What follows belongs to an exercise in optimizing a design on an open flow for small area, a short achievable clock period and few clock cycles; a production flow would make more cautious choices.

== before ==
Design gbn_tx, start of the top module:
module gbn_tx (
    input  wire         clk,
    input  wire         rst,           
    output wire         src_req,
    input  wire         src_valid,
    input  wire [15:0]  src_n,
    input  wire [63:0]  src_data,
    output wire         tx_valid,
    input  wire         tx_ready,
    output wire [15:0]  tx_len,
    output wire [127:0] tx_data,
    output wire         rx_req,
    input  wire         rx_valid,
    input  wire         rx_count,
    input  wire [15:0]  rx_len,
    input  wire [127:0] rx_data,
    output wire         tmr_req,
    input  wire         tmr_ack,
    output wire [1:0]   tmr_cmd,
    output wire [31:0]  tmr_arg,
    input  wire         tmr_expired,
    input  wire [1:0]   sta_addr,
    output reg  [31:0]  sta_data,
    output reg          trace_valid,
    output reg  [3:0]   trace_op,
    output wire         done,
    output wire         flt
);
    localparam integer W          = 8;
    localparam integer M          = 8;
    localparam [31:0]  TIMEOUT_MS = 32'd1000;
    localparam [3:0] OP_INIT = 4'h0, OP_LOOP = 4'h1, OP_SENTINEL = 4'h2,
  ...
export LEC_CHECK = 0
export CAP_MARGIN = 20
export CORE_MARGIN = 2
export CORE_UTILIZATION = 40
export CTS_BUF_LIST = sky130_fd_sc_hd__clkbuf_4 sky130_fd_sc_hd__clkbuf_8
export SLEW_MARGIN = 20
create_clock -name core_clock -period 13.0 [get_ports {clk}]
standard.sh (not shown) runs the stock make flow with config.mk's settings and CLKGATE_MAP_FILE= SYNTH_SCRIPT=/design/flow/synth_recipe.tcl, a recipe that flattens the netlist after the stock synthesis.
==> flow/flow/run.sh <==
#!/bin/bash
# Standard ORFS layout with a larger setup-repair margin and the smallest
# buffer on each port. Full tool output goes to standard.log in the work folder.
set -euo pipefail
bash standard.sh finish SETUP_SLACK_MARGIN=9 \
  "BUFFER_PORTS_ARGS=-buffer_cell sky130_fd_sc_hd__buf_1" > standard.log 2>&1
[inputs] after vs before
diff --git a/flow/design.v b/flow/design.v
--- a/flow/design.v
+++ b/flow/design.v
@@ -100,39 +100,40 @@
     reg [15:0]  nxt;
     reg         all_sent;
     reg         all_acked;
     reg         tmr_on;
     reg [1:0]   fault_code;
     reg         done_r, flt_r;
     reg         drain_r;       
     reg [15:0]  txs;
     reg [63:0]  txp;
     reg [3:0]   txl;
-    reg [15:0]  txck;
+    reg [31:0]  txcv;          
     reg [63:0]  slot_pay [0:W-1];
     reg [3:0]   slot_len [0:W-1];
     localparam integer QA = 3;
     localparam integer QD = 1 << QA;
     reg [5:0]   tq_mem [0:QD-1];
     reg [QA-1:0] tq_wp, tq_rp;
     reg [QA:0]  tq_cnt;
     reg [1:0]   tq_tail;
     assign src_req  = (st == S_SRC) && go_r;
     assign rx_req   = (st == S_RX)  && go_r;
     assign tx_valid = (st == S_TXN) || (st == S_RETX) || ((st == S_SENT) && go_r);
     assign tmr_req  = (st == S_SETDUR) || (st == S_FSTART) || (st == S_ACKC) ||
                       (((st == S_STOPI) || (st == S_TMO) || (st == S_RSTART)) && go_r);
     assign tmr_cmd  = (st == S_SETDUR) ? 2'd3 :
                       (st == S_STOPI)  ? 2'd2 :
                       (st == S_TMO)    ? 2'd0 :
                       (st == S_ACKC && drain_r) ? 2'd2 : 2'd1;
     assign tmr_arg  = (st == S_SETDUR) ? TIMEOUT_MS : 32'd0;
+    wire [15:0] txck = ~eac_add(txcv[15:0], txcv[31:16]);
     assign tx_data  = {txp, 4'd0, txl, 8'd0, txck[7:0], txck[15:8], 16'd0, txs[7:0], txs[15:8]};
     assign tx_len   = {11'd0, txl[3], ~txl[3], txl[2:0]};
     assign done = done_r;
     assign flt  = flt_r;
     wire [1:0] top_state = !all_sent ? 2'd0 : (all_acked ? 2'd2 : 2'd1);
     always @(*) begin
         case (sta_addr)
             2'd0: sta_data = {M[15:0], W[15:0]};
             2'd1: sta_data = {nxt, base};
             2'd2: sta_data = {18'd0, flt_r ? OP_FILL_SEND : OP_SENTINEL, top_state, fault_code,
@@ -173,21 +174,20 @@
     wire        from_src = (st == S_SRC);
     wire [63:0] src_pay = pmask(src_data, src_n[3:0]);
     wire [63:0] f_pay   = from_src ? src_pay     : slot_pay[rd_idx];
     wire [3:0]  f_len   = from_src ? src_n[3:0]  : slot_len[rd_idx];
     wire [15:0] f_seq   = from_src ? nxt         : rd_seq;
     wire [63:0] f_pw = pwords(f_pay);
     wire [31:0] t1 = csa(f_seq, {12'd0, f_len}, f_pw[15:0]);
     wire [31:0] t2 = csa(f_pw[31:16], f_pw[47:32], f_pw[63:48]);
     wire [31:0] t3 = csa(t1[15:0], t1[31:16], t2[15:0]);
     wire [31:0] t4 = csa(t3[15:0], t3[31:16], t2[31:16]);
-    wire [15:0] f_ck = ~eac_add(t4[15:0], t4[31:16]);
     reg        push;
     reg [5:0]  push_e;
     wire       pop      = (tq_tail == TL_NONE) && (tq_cnt != 0);
     wire [QA:0] cnt_next = tq_cnt + push - pop;
     wire [1:0] tail_next = (tq_tail != TL_NONE) ? ((tq_tail == TL_LOOPSKIP) ? TL_SKIP : TL_NONE) :
                            pop ? tq_mem[tq_rp][1:0] : TL_NONE;
     always @(*) begin
         push   = 1'b0;
         push_e = 6'd0;
         case (st)
@@ -260,25 +260,25 @@
     always @(posedge clk) begin
         if (st == S_SRC && go_r && src_valid) begin
             slot_pay[nxt[2:0]] <= src_pay;
             slot_len[nxt[2:0]] <= src_n[3:0];
         end
     end
     always @(posedge clk) begin
         if ((st == S_SRC) || (st == S_TMO) || (st == S_RETX && tx_ready)) begin
             txp  <= f_pay;
             txl  <= f_len;
-            txck <= f_ck;
+            txcv <= t4;
             txs  <= f_seq;
             if (st == S_TMO && fin) begin
                 txl  <= 4'd0;
-                txck <= ~nxt;
+                txcv <= {16'd0, nxt};
                 txs  <= nxt;
             end
         end
     end
     always @(posedge clk) begin
         if (rst) begin
             st          <= S_SETDUR;
             base        <= 16'd1;
             nxt         <= 16'd1;
             all_sent    <= 1'b0;
--- outcome ---
The fraction of the mapped netlist area in compound gates on before is in line with that on after. Of before and after, after shows the higher number of vias in the routed layout, with before below it. after vs before: cell area up by a few percent. Comparing before and after, the lower worst-case headroom to the max-slew limit is on after. Compared to before, after has met2 usage in global routing 0.38 points higher. before → after: total CTS buffers went up 6; number of non-filler instances in the completed layout went up about 4%; final weighted congestion in routability-driven placement went down about 1%. Clock network area share essentially unchanged between before and after. Diff before -> after | critical path depth | down by more than 10%. after vs before: post-layout worst setup margin up in after. after vs before, number of clock buffers in the layout went up by 1. Of before and after, the run reporting the higher proportion of cell area occupied by registers was before. Compared with before, after shows a lower number of inverters outside the clock class in the layout.
Function was not checked in any run of this note: the RTL went through the layout flow alone.

-- separate check: timing with driven ports --
The results above use ideal ports. As a check the final layouts listed here were re-extracted and re-timed, cells and wires unchanged. Step 1: set_driving_cell puts a clkbuf_16 on clk and a buf_2 on each other input, an assumption about the parent block. Step 2 also shifts input and output timing later by t, the mid clock arrival at the registers, as if the neighbouring blocks saw the same clock. Three values: no drivers, after step 1, after step 2; two values: the first two.
| run | t, ns | setup slack, ns | hold WS [ns] | slew at the worst register clock pin (ns) | worst slew at a driven data input, ns |
|---|---|---|---|---|---|
| before | 0.849 | 5.683 / 5.670 / 4.821 | 0.486 / 0.486 / 0.486 | 0.08 / 0.08 | 0.13 |
| after | 0.878 | 5.865 / 5.879 / 5.001 | 0.480 / 0.480 / 0.480 | 0.07 / 0.07 | 0.12 |
After both steps every run listed still meets setup and hold. For after, which loses most, drivers alone change the setup slack by +0.014 ns; drivers and shift together by -0.864 ns.
